Context: an optimization exercise on an open-source flow, tuned for small area, a short achievable clock period and few clock cycles per item. The choices shown serve that exercise and are no tape-out recipe.
No functional check of the RTL was part of any run shown here.
Power and IR drop assume default switching activity.

==> flow/design.v (outline; a module is shown in full before it is edited, if it fits) <==
// module scope_index_unit: 1077 lines
module scope_index_unit (
    input  wire        clk,
    input  wire        rst,           
    input  wire        start,
    input  wire [2:0]  cfg_scope,
    input  wire [11:0] cfg_width_m1,  
    input  wire        s_valid,
    output wire        s_ready,
    input  wire [31:0] s_data,        
    output reg         m_valid,
    input  wire        m_ready,
    output reg  [2:0]  m_mask,        
    output reg  [21:0] m_addr0,
    output reg  [21:0] m_addr1,
    output reg  [21:0] m_addr2
);
  // ...
==> flow/flow/run.sh <==
#!/bin/bash
# Own layout flow: the standard synthesis, then a netlist pass that re-assigns the
# polarity of the full-adder cells so that fewer inverters are needed (flow/polarity.py;
# registers and their names are untouched), then the standard layout with the port
# buffers made of buf_4 cells.  Each tool's output goes to a log file in this folder.
set -euo pipefail
R=$PWD/orfs/results/$FLOW_PLATFORM/scope_index_unit/base
LIB=$FLOW_HOME/platforms/$FLOW_PLATFORM/lib/sky130_fd_sc_hd__tt_025C_1v80.lib
bash standard.sh "$R/1_2_yosys.v" > synth.log 2>&1
cp "$R/1_2_yosys.v" "$R/1_2_yosys_standard.v"
python3 flow/polarity.py "$LIB" "$R/1_2_yosys_standard.v" "$R/1_2_yosys.v" > polarity.log 2>&1
bash standard.sh "BUFFER_PORTS_ARGS=-buffer_cell sky130_fd_sc_hd__buf_4" finish > layout.log 2>&1
==> flow/flow/polarity.py <==
#!/usr/bin/env python3
"""Re-assign the polarity of full-adder cells in a Yosys gate-level netlist so that
fewer inverters are needed.  A full adder is self-dual: FA(~a,~b,~c) = (~sum, ~cout),
so flipping a full adder inverts both its inputs and its outputs.  Inverter chains are
collapsed, a flip assignment that needs few inverters is searched for, and one
inverter is put back per net that still needs its complement.
usage: polarity.py LIB in.v out.v"""
import re, sys
from collections import defaultdict

lib, src, dst = sys.argv[1:4]

# pin directions from the liberty file
dirs = {}
cur = None
for line in open(lib):
    m = re.match(r'\s*cell\s*\(\s*"?([\w]+)"?\s*\)', line)
    if m: cur = m.group(1); dirs[cur] = {}; continue
    m = re.match(r'\s*pin\s*\(\s*"?(\w+)"?\s*\)', line)
    if m and cur: pin = m.group(1); continue
    m = re.match(r'\s*direction\s*:\s*"?(\w+)"?', line)
    if m and cur: dirs[cur][pin] = m.group(1)

text = re.sub(r"\(\*.*?\*\)", "", open(src).read(), flags=re.S)
mstart = text.index("module ")
hdr_end = text.index(");", mstart) + 2
header, body = text[:hdr_end], text[hdr_end:]
body = body[:body.rindex("endmodule")]
stmts = [s.strip() for s in body.split(";") if s.strip()]

decls, assigns, cells = [], [], []
inst_re = re.compile(r'^(\S+)\s+(\S+)\s*\((.*)\)$', re.S)
pin_re = re.compile(r'\.(\w+)\s*\((.*?)\)\s*(?:,|$)', re.S)
ports = set()
for s in stmts:
    if s.startswith(("wire", "input", "output", "inout", "reg")):
        decls.append(s)
        if s.startswith(("input", "output", "inout")):
            for n in re.findall(r'([\\\w$\[\]\.]+)\s*$', s): ports.add(n)
            m = re.match(r'(input|output|inout)\s*(\[[^\]]*\])?\s*(.*)$', s, re.S)
            nm = m.group(3).strip(); rng = m.group(2)
            if rng:
                hi, lo = [int(x) for x in rng[1:-1].split(":")]
                for i in range(min(hi, lo), max(hi, lo) + 1): ports.add(f"{nm}[{i}]")
            ports.add(nm)
        continue
    if s.startswith("assign"):
        assigns.append(s); continue
    m = inst_re.match(s)
    assert m, s[:200]
    typ, name, pins = m.group(1), m.group(2), m.group(3)
    conns = {p: n.strip() for p, n in pin_re.findall(pins)}
    cells.append([typ, name, conns])

def is_inv(t): return re.match(r'sky130_fd_sc_hd__(clk)?inv_\d+$', t) is not None
def is_fa(t): return re.match(r'sky130_fd_sc_hd__fa_\d+$', t) is not None
def outs(t): return [p for p, d in dirs[t].items() if d == "output"]

assign_nets = set()
for a in assigns:
    for n in re.findall(r"[\\\w$][\w$\[\]\.\\]*", a[6:]):
        assign_nets.add(n)

driver = {}
for ci, (typ, name, conns) in enumerate(cells):
    for p in outs(typ):
        if p in conns: driver[conns[p]] = (ci, p)

# inverters that can be removed: not touching ports or assigns
removable = set()
for ci, (typ, name, conns) in enumerate(cells):
    if is_inv(typ):
        a, y = conns["A"], conns["Y"]
        if a in ports or y in ports or a in assign_nets or y in assign_nets: continue
        if a.startswith("1'b") or a.startswith("1'h"): continue
        removable.add(ci)

def root(n):
    p = 0
    seen = 0
    while n in driver and driver[n][0] in removable:
        n = cells[driver[n][0]][2]["A"]; p ^= 1; seen += 1
        assert seen < 100
    return n, p

# loads: (cell index, pin) of non-removable cells
loads = defaultdict(list)   # root -> list of (ci, pin, parity)
for ci, (typ, name, conns) in enumerate(cells):
    if ci in removable: continue
    for p, n in conns.items():
        if dirs[typ].get(p) == "input":
            r, par = root(n)
            loads[r].append((ci, p, par))
# roots that feed ports/assigns through removable inverters cannot happen (excluded above)

fas = [ci for ci, c in enumerate(cells) if is_fa(c[0])]
flip = defaultdict(int)

def need(r, ci, par):
    d = driver.get(r)
    fd = flip[d[0]] if d else 0
    return par ^ fd ^ flip[ci]

def cost(r):
    if r.startswith("1'b") or r.startswith("1'h"): return 0
    return 1 if any(need(r, ci, par) for ci, p, par in loads[r]) else 0

def touched(ci):
    typ, name, conns = cells[ci]
    rs = set()
    for p in ("A", "B", "CIN"): rs.add(root(conns[p])[0])
    for p in ("SUM", "COUT"):
        if p in conns: rs.add(conns[p])
    return rs

base = sum(cost(r) for r in list(loads))
rootcache = {}
improved = True; it = 0
while improved and it < 50:
    improved = False; it += 1
    for ci in fas:
        rs = touched(ci)
        before = sum(cost(r) for r in rs)
        flip[ci] ^= 1
        after = sum(cost(r) for r in rs)
        if after < before: improved = True
        else: flip[ci] ^= 1
final = sum(cost(r) for r in list(loads))
ninv = len(removable)
sys.stderr.write(f"inverters: {ninv} removable, needed before {base}, after {final}, flipped {sum(flip[c] for c in fas)} of {len(fas)} full adders\n")

# rewrite
new_cells = []
extra_decl = []
k = 0
inv_of = {}
for r, ls in loads.items():
    for ci, p, par in ls:
        n = need(r, ci, par)
        if r.startswith("1'b"):
            cells[ci][2][p] = r if not n else ("1'b1" if r == "1'b0" else "1'b0")
            continue
        if n:
            if r not in inv_of:
                k += 1; w = f"_polinv_{k}_"
                inv_of[r] = w
                extra_decl.append(f"wire {w}")
                new_cells.append(["sky130_fd_sc_hd__inv_1", f"_polinv_cell_{k}_", {"A": r, "Y": w}])
            cells[ci][2][p] = inv_of[r]
        else:
            cells[ci][2][p] = r
out = [header, ""]
def esc(n): return n + " " if n.startswith("\\") else n
for d in decls: out.append("  " + d + " ;")
for d in extra_decl: out.append("  " + d + ";")
for ci, (typ, name, conns) in enumerate(cells):
    if ci in removable: continue
    out.append(f"  {typ} {name} (" + ", ".join(f".{p}({esc(n)})" for p, n in conns.items()) + ");")
for typ, name, conns in new_cells:
    out.append(f"  {typ} {name} (" + ", ".join(f".{p}({esc(n)})" for p, n in conns.items()) + ");")
for a in assigns: out.append("  " + a + " ;")
out.append("endmodule")
open(dst, "w").write("\n".join(out) + "\n")
==> flow/standard.sh <==
#!/bin/bash
# synth_recipe.tcl (not shown) runs the flow's synth.tcl, then flattens the netlist and writes it again
# the make line also repeats each setting of config.mk as NAME=value (left out here)
make -C /OpenROAD-flow-scripts/flow DESIGN_CONFIG=/design/flow/config.mk WORK_HOME=/design/flow/orfs CLKGATE_MAP_FILE= SYNTH_SCRIPT=/design/flow/synth_recipe.tcl "${@:-finish}"
==> flow/config.mk <==
export PLATFORM = sky130hd
export DESIGN_NAME = scope_index_unit
export DESIGN_NICKNAME = scope_index_unit
export VERILOG_FILES = /design/flow/design.v
export SDC_FILE = /design/flow/constraint.sdc
export NUM_CORES = 4
export LEC_CHECK = 0
export CAP_MARGIN = 20
export CORE_MARGIN = 2
export CORE_UTILIZATION = 40
export SLEW_MARGIN = 20
==> flow/constraint.sdc <==
create_clock -name core_clock -period 28.0 [get_ports {clk}]
set_input_delay 5.6000 -clock core_clock [delete_from_list [all_inputs] [get_ports {clk}]]
set_output_delay 5.6000 -clock core_clock [all_outputs]
set_load 0.01 [all_outputs]
==> results.py, run 1 <==
metrics = {
    "power": {
        "comb_power_w": 0.000776,
        "powerSeq_w": 0.000504,
        "clock_power_w": 0.000345,
        "switchingPower_w": 0.000702,
    },
    "cells_and_area": {
        "drive_gt1_share_pct": 8.90,
        "layout.nets": 3305,
        "multiInputGateArea_um2": 18600,
        "clkbuf_count": 29,
        "final_common_cell": "fa_1",
        "areaGrowthSynthToFinish_pct": 9.90,
        "inv_count": 276,
    },
    "critical_path": {
        "timing.rr.end": "p_m0[6]",
        "slowest_stage": "a2111oi_0",
        "cp_num_buf_inv": 8,
        "crit_type": "flip-flop to flip-flop",
        "worstSetupStartpoint": "scope[0]",
        "critPathLaunchType": "flip-flop",
    },
    "placed_design": {
        "place_inst": 3483,
    },
    "clock_network": {
        "cts_sinks": 212,
        "clk_latency_ps": 580,
        "cts_hold_buf": 0,
        "cts_tree": "done",
        "post_cts_buffers": 0,
        "htree_levels": 1,
    },
    "timing": {
        "setup_slack_ps": 19290,
        "clock_skew_ps": 25.0,
        "setup_viol": 0,
    },
    "floorplan": {
        "dieWidth_um": 258,
        "top_level_ports": 123,
        "rows": 93,
    },
    "logic_synthesis": {
        "synth_area_per_cell_um2": 9.93,
    },
    "outcome": {
        "outcome": "timing/DRC/antenna clean",
    },
    "detailed_routing": {
        "initialDrtViolationCount": 1235,
    },
    "grt": {
        "grt_max_degree": 61,
    },
}
==> inputs of run 2 (changes only) <==
--- a/flow/design.v
+++ b/flow/design.v
@@ -38,46 +38,53 @@
             wm1   <= cfg_width_m1;
         end
     end
     always @(posedge clk) begin
         we <= is_wf   ? {1'b0, wm1} + 13'd1 :
               is_vs   ? 13'd256 :
               is_hist ? 13'd1 : 13'd0;
     end
-    wire adv = !m_valid || m_ready;
-    reg        k_e;           
+    reg        o_e;           
+    wire adv = o_e || m_ready;
+    reg        k_v;           
+    reg        s_rdy;
     reg [23:0] k_d;
     reg        i_v;           
     reg [23:0] i_d;
     reg        d_v;           
     reg        p_v;           
-    assign s_ready = k_e;
-    wire accept = s_valid && k_e;
+    assign s_ready = s_rdy;
+    wire accept = s_valid && !k_v;
     always @(posedge clk) begin
-        if (k_e)
+        if (!k_v)
             k_d <= s_data[23:0];
         if (adv)
-            i_d <= k_e ? s_data[23:0] : k_d;
+            i_d <= k_v ? k_d : s_data[23:0];
     end
     always @(posedge clk) begin
         if (rst) begin
-            k_e <= 1'b1;
+            k_v <= 1'b0;
+            s_rdy <= 1'b1;
             i_v <= 1'b0;
             d_v <= 1'b0;
             p_v <= 1'b0;
             m_valid <= 1'b0;
+            o_e <= 1'b1;
         end else if (adv) begin
-            k_e <= 1'b1;
-            i_v <= !k_e || accept;
+            k_v <= 1'b0;
+            s_rdy <= 1'b1;
+            i_v <= k_v || accept;
             d_v <= i_v;
             p_v <= d_v;
             m_valid <= p_v;
+            o_e <= !p_v;
         end else begin
-            k_e <= k_e && !accept;
+            k_v <= k_v || accept;
+            s_rdy <= !(k_v || accept);
         end
     end
     reg [8:0] du, dv;         
     reg [7:0] g;
     always @(posedge clk) begin
         if (adv) begin
             du <= {1'b0, i_d[7:0]} - {1'b0, i_d[15:8]};
             dv <= {1'b0, i_d[23:16]} - {1'b0, i_d[15:8]};
--- a/flow/flow/polarity.py
+++ b/flow/flow/polarity.py
@@ -7,20 +7,23 @@
 usage: polarity.py LIB in.v out.v"""
 import re, sys
 from collections import defaultdict
 
 lib, src, dst = sys.argv[1:4]
 
 # pin directions from the liberty file
 dirs = {}
+area = {}
 cur = None
 for line in open(lib):
     m = re.match(r'\s*cell\s*\(\s*"?([\w]+)"?\s*\)', line)
-    if m: cur = m.group(1); dirs[cur] = {}; continue
+    if m: cur = m.group(1); dirs[cur] = {}; pin = None; continue
+    m = re.match(r'\s*area\s*:\s*([\d.]+)', line)
+    if m and cur and cur not in area: area[cur] = float(m.group(1)); continue
     m = re.match(r'\s*pin\s*\(\s*"?(\w+)"?\s*\)', line)
     if m and cur: pin = m.group(1); continue
     m = re.match(r'\s*direction\s*:\s*"?(\w+)"?', line)
     if m and cur: dirs[cur][pin] = m.group(1)
 
 text = re.sub(r"\(\*.*?\*\)", "", open(src).read(), flags=re.S)
 mstart = text.index("module ")
 hdr_end = text.index(");", mstart) + 2
@@ -51,16 +54,43 @@
     typ, name, pins = m.group(1), m.group(2), m.group(3)
     conns = {p: n.strip() for p, n in pin_re.findall(pins)}
     cells.append([typ, name, conns])
 
 def is_inv(t): return re.match(r'sky130_fd_sc_hd__(clk)?inv_\d+$', t) is not None
 def is_fa(t): return re.match(r'sky130_fd_sc_hd__fa_\d+$', t) is not None
 def outs(t): return [p for p, d in dirs[t].items() if d == "output"]
 
+PAIRS = [("and2", "nand2"), ("or2", "nor2"), ("and3", "nand3"), ("or3", "nor3"),
+         ("and4", "nand4"), ("or4", "nor4"), ("xor2", "xnor2"), ("xor3", "xnor3"),
+         ("and2b", "nand2b"), ("or2b", "nor2b"), ("and3b", "nand3b"), ("or3b", "nor3b"),
+         ("and4b", "nand4b"), ("or4b", "nor4b"), ("mux2", "mux2i"),
+         ("a21o", "a21oi"), ("a21bo", "a21boi"), ("a211o", "a211oi"), ("a22o", "a22oi"),
+         ("a31o", "a31oi"), ("a32o", "a32oi"), ("a41o", "a41oi"), ("a221o", "a221oi"),
+         ("a2111o", "a2111oi"), ("a311o", "a311oi"), ("a2bb2o", "a2bb2oi"),
+         ("o21a", "o21ai"), ("o211a", "o211ai"), ("o22a", "o22ai"), ("o31a", "o31ai"),
+         ("o32a", "o32ai"), ("o41a", "o41ai"), ("o221a", "o221ai"), ("o2111a", "o2111ai"),
+         ("o311a", "o311ai"), ("o21ba", "o21bai"), ("o2bb2a", "o2bb2ai")]
+comp = {}
+for a_, b_ in PAIRS: comp[a_] = b_; comp[b_] = a_
+def complement(t):
+    m = re.match(r'sky130_fd_sc_hd__(\w+?)_(\d+)$', t)
+    if not m or m.group(1) not in comp: return None
+    base, sz = comp[m.group(1)], m.group(2)
+    for z in (sz, "1", "2", "0", "4"):
+        c = f"sky130_fd_sc_hd__{base}_{z}"
+        if c in dirs and c in area:
+            o1 = outs(t); o2 = outs(c)
+            if len(o1) != 1 or len(o2) != 1: return None
+            ins1 = sorted(p for p, d in dirs[t].items() if d == "input")
+            ins2 = sorted(p for p, d in dirs[c].items() if d == "input")
+            if ins1 != ins2: return None
+            return c
+    return None
+
 assign_nets = set()
 for a in assigns:
     for n in re.findall(r"[\\\w$][\w$\[\]\.\\]*", a[6:]):
         assign_nets.add(n)
 
 driver = {}
 for ci, (typ, name, conns) in enumerate(cells):
     for p in outs(typ):
@@ -89,46 +119,68 @@
     if ci in removable: continue
     for p, n in conns.items():
         if dirs[typ].get(p) == "input":
             r, par = root(n)
             loads[r].append((ci, p, par))
 # roots that feed ports/assigns through removable inverters cannot happen (excluded above)
 
 fas = [ci for ci, c in enumerate(cells) if is_fa(c[0])]
+fa_set = set(fas)
+cmp_cells = {}
+for ci, (typ, name, conns) in enumerate(cells):
+    if ci in removable: continue
+    c = complement(typ)
+    if c is None: continue
+    o = conns.get(outs(typ)[0])
+    if o is None or o in ports or o in assign_nets: continue
+    cmp_cells[ci] = c
 flip = defaultdict(int)
+INV = area["sky130_fd_sc_hd__inv_1"]
 
 def need(r, ci, par):
     d = driver.get(r)
     fd = flip[d[0]] if d else 0
-    return par ^ fd ^ flip[ci]
+    return par ^ fd ^ (flip[ci] if ci in fa_set else 0)
 
 def cost(r):
     if r.startswith("1'b") or r.startswith("1'h"): return 0
     return 1 if any(need(r, ci, par) for ci, p, par in loads[r]) else 0
 
 def touched(ci):
     typ, name, conns = cells[ci]
     rs = set()
     for p in ("A", "B", "CIN"): rs.add(root(conns[p])[0])
     for p in ("SUM", "COUT"):
         if p in conns: rs.add(conns[p])
     return rs
 
 base = sum(cost(r) for r in list(loads))
 rootcache = {}
+def dcell(ci):
+    t = cells[ci][0]
+    return area[cmp_cells[ci]] - area[t] if flip[ci] == 0 else area[t] - area[cmp_cells[ci]]
 improved = True; it = 0
 while improved and it < 50:
     improved = False; it += 1
     for ci in fas:
         rs = touched(ci)
         before = sum(cost(r) for r in rs)
         flip[ci] ^= 1
         after = sum(cost(r) for r in rs)
         if after < before: improved = True
+        else: flip[ci] ^= 1
+    for ci in cmp_cells:
+        typ, name, conns = cells[ci]
+        r = conns[outs(typ)[0]]
+        before = cost(r) * INV
+        d = dcell(ci)
+        flip[ci] ^= 1
+        after = cost(r) * INV + d
+        if after < before - 1e-9: improved = True
         else: flip[ci] ^= 1
 final = sum(cost(r) for r in list(loads))
 ninv = len(removable)
 sys.stderr.write(f"inverters: {ninv} removable, needed before {base}, after {final}, flipped {sum(flip[c] for c in fas)} of {len(fas)} full adders\n")
 
 # rewrite
 new_cells = []
 extra_decl = []
@@ -140,20 +192,29 @@
         if r.startswith("1'b"):
             cells[ci][2][p] = r if not n else ("1'b1" if r == "1'b0" else "1'b0")
             continue
         if n:
             if r not in inv_of:
                 k += 1; w = f"_polinv_{k}_"
                 inv_of[r] = w
                 extra_decl.append(f"wire {w}")
-                new_cells.append(["sky130_fd_sc_hd__inv_1", f"_polinv_cell_{k}_", {"A": r, "Y": w}])
+                nl = sum(1 for c2, p2, q2 in ls if need(r, c2, q2))
+                size = 1 if nl <= 3 else 2 if nl <= 8 else 4
+                new_cells.append([f"sky130_fd_sc_hd__inv_{size}", f"_polinv_cell_{k}_", {"A": r, "Y": w}])
             cells[ci][2][p] = inv_of[r]
         else:
             cells[ci][2][p] = r
+for ci, c in cmp_cells.items():
+    if flip[ci]:
+        typ, name, conns = cells[ci]
+        o1 = outs(typ)[0]; o2 = outs(c)[0]
+        net = conns.pop(o1); conns[o2] = net
+        cells[ci][0] = c
+sys.stderr.write(f"complemented {sum(1 for ci in cmp_cells if flip[ci])} of {len(cmp_cells)} gates\n")
 out = [header, ""]
 def esc(n): return n + " " if n.startswith("\\") else n
 for d in decls: out.append("  " + d + " ;")
 for d in extra_decl: out.append("  " + d + ";")
 for ci, (typ, name, conns) in enumerate(cells):
     if ci in removable: continue
     out.append(f"  {typ} {name} (" + ", ".join(f".{p}({esc(n)})" for p, n in conns.items()) + ");")
 for typ, name, conns in new_cells:
==> results.py, run 2 <==
metrics = {
    "outcome": {
        "outcome": "timing/DRC/antenna clean",
    },
    "grt": {
        "grt_pass1_wl_um": 112000,
        "grt_usage_pct": 21.7,
        "grt_max_degree": 94,
        "grt_pass1_vias": 20000,
        "antenna_found_initial": 2,
        "grt-ovfl-total": 0,
    },
    "detailed_routing": {
        "wirelength_um": 70000,
        "vias_per_cell": 5.40,
        "avgRoutedWirePerCell_um": 20.4,
        "first_pass_iters": 5,
        "vias": 18500,
        "drc": 0,
        "initialDrtViolationCount": 1297,
        "ant_nets": 0,
    },
    "clock_network": {
        "clk_latency_ps": 590,
        "cts_hold_buf": 0,
        "post_cts_buffers": 0,
        "cts_sinks": 214,
        "cts_max_path_buffers": 3,
        "cts.repair.resized": 0,
        "cts_tree": "done",
        "cts_made_buffers": 27,
        "clk_pin_slew_ps": 60,
        "cts_root_buf": "clkbuf_16",
        "htree_levels": 1,
    },
    "floorplan": {
        "top_level_ports": 123,
        "rows": 92,
        "die-area_um2": 65700,
        "initial_utilization_pct": 40.4,
        "coreArea_um2": 63000,
        "die_h_um": 256,
        "dieWidth_um": 256,
    },
    "logic_synthesis": {
        "ys_warn_count": 1,
        "syn-cell-area_um2": 25500,
        "syn-num-nets": 3162,
        "syn_inst": 2512,
        "synth_area_per_cell_um2": 10.1,
    },
    "critical_path": {
        "crit_type": "flip-flop to flip-flop",
        "critPathMaxFanout": 48,
        "worstSetupEndpointType": "flip-flop",
        "arrival_ps": 9140,
        "critPathLaunchType": "flip-flop",
        "cp.required_ps": 28300,
    },
    "timing": {
        "rsz0062_at_grt": "false",
        "finalCritPeriodShare_pct": 31.6,
        "clock_skew_ps": 29.8,
        "worstMarginPinSlew_ps": 906,
        "setup_viol": 0,
        "min_period_ps": 8850,
        "hold_viol": 0,
        "setup_slack_ps": 19150,
        "slew_violations": 0,
        "tns_ps": 0,
        "fmax_mhz": 113,
        "relSlewSlack_pct": 39.6,
    },
    "cells_and_area": {
        "largestRegisters": "i_d (24), k_d (24)",
        "utilization_pct": 44.5,
        "layout.nets": 3214,
        "mostFrequentLayoutCells": "394 x fa_1, 252 x nand2_1, 223 x inv_1",
        "areaGrowthSynthToFinish_pct": 10.2,
        "final_area_um2": 28000,
        "final_common_cell": "fa_1",
        "drive_gt1_share_pct": 9.44,
    },
    "placed_design": {
        "port_buffers": 113,
        "gp_congestion": 0.915,
        "hpwl_um": 52700,
        "dp_slack_ps": 19270,
        "placed_area_um2": 27100,
    },
    "power": {
        "irDropWorstVdd_v": 0.0000444,
        "total_power_w": 0.00159,
        "power_density_nw_per_um2": 56.8,
        "p_leak_nw": 13.3,
    },
    "worst_hold_path": {
        "hold_path.class": "flip-flop to flip-flop",
    },
    "flow_run": {
        "max-cap-violations": 0,
    },
}
==> run 2: path summary, 6_finish.rpt <==
| kind | startpoint | end | slack (ps) | cells after the start |
|---|---|---|---|---|
| setup / recovery | scope[2] | p_m0[7] | 19150 | 27 |
| hold / removal | d_v | p_v | 460 | 2 |
| setup reg to reg | scope[2] | p_m0[7] | 19150 | 27 |
| hold reg to reg | d_v | p_v | 460 | 2 |
==> run 2: critical path: stages (launching register included) <==
cell and delay, ps:
dfxtp_1 370, buf_4 320, nor2_1 80, buf_4 250
nand2_1 100, buf_4 490, inv_4 290, nand2_1 280
o21ai_0 190, fa_1 620, fa_1 440, fa_1 540
fa_1 420, ha_1 300, a21o_1 160, a21oi_1 210
o21ai_1 100, a2111oi_0 600, o211ai_1 350, ha_1 340
fa_1 390, a21oi_1 180, o21bai_1 140, a311oi_1 430
a21oi_1 160, mux2i_1 200, o32ai_1 100, or3_1 460
==> run 2: cell type report <==
type                            count  area [µm²]
Clock inverter                     19         176
Multi-Input combinational cell   1937       18300
Sequential cell                   214        5820
Timing Repair Buffer              144        1080
Fill cell                        6050       34900
Clock buffer                       31         722
Inverter                          240         911
Tap cell                          846        1060
Antenna cell                        1        2.50
==> run 2: stage by stage <==
step           instances  hold WS [ps]
6_report            3432           459
5_1_grt             3431           476
4_1_cts             3431           462
3_5_place_dp        3381           451
3_3_place_gp        3381           442
2_1_floorplan       2512           426
==> run 2: power breakdown <==
| group | internal [W] | switching [W] | leakage (nW) |
|---|---|---|---|
| registers | 0.000391 | 0.000107 | 2.23 |
| clock network | 0.000205 | 0.000144 | 0.442 |
| logic | 0.000316 | 0.000429 | 10.7 |
==> run 2: routing by layer <==
layer / up-vias / track usage, % / part of all wire [%]
li1: 8413 / - / -
met1: 9354 / 27.9 / 42
met2: 619 / 37.5 / 49
met3: 151 / 2.61 / 5.5
met4: 2 / 7.85 / 3.9
met5: - / 0 / 0.017

[re-timing with driven ports]
In the flow no input, the clock included, has a driving cell. The finished layouts below were timed again as built, in two steps.
Step 1 assumes that a clkbuf_16 drives the clock port and a buf_2 every other input.
Step 2 also shifts input and output timing later by t, the mid clock arrival at the registers, as if the neighbouring blocks saw the same clock.
a / b / c = ideal ports / drivers / drivers and shift; a / b = the first two.
| run | t (ns) | setup WS [ns] | worst setup path after step 2 |
|---|---|---|---|
| run 1 | 0.619 | 19.287 / 19.287 / 19.287 | register to register |
| run 2 | 0.631 | 19.155 / 19.155 / 19.155 | register to register |
After both steps every run listed still meets setup and hold.
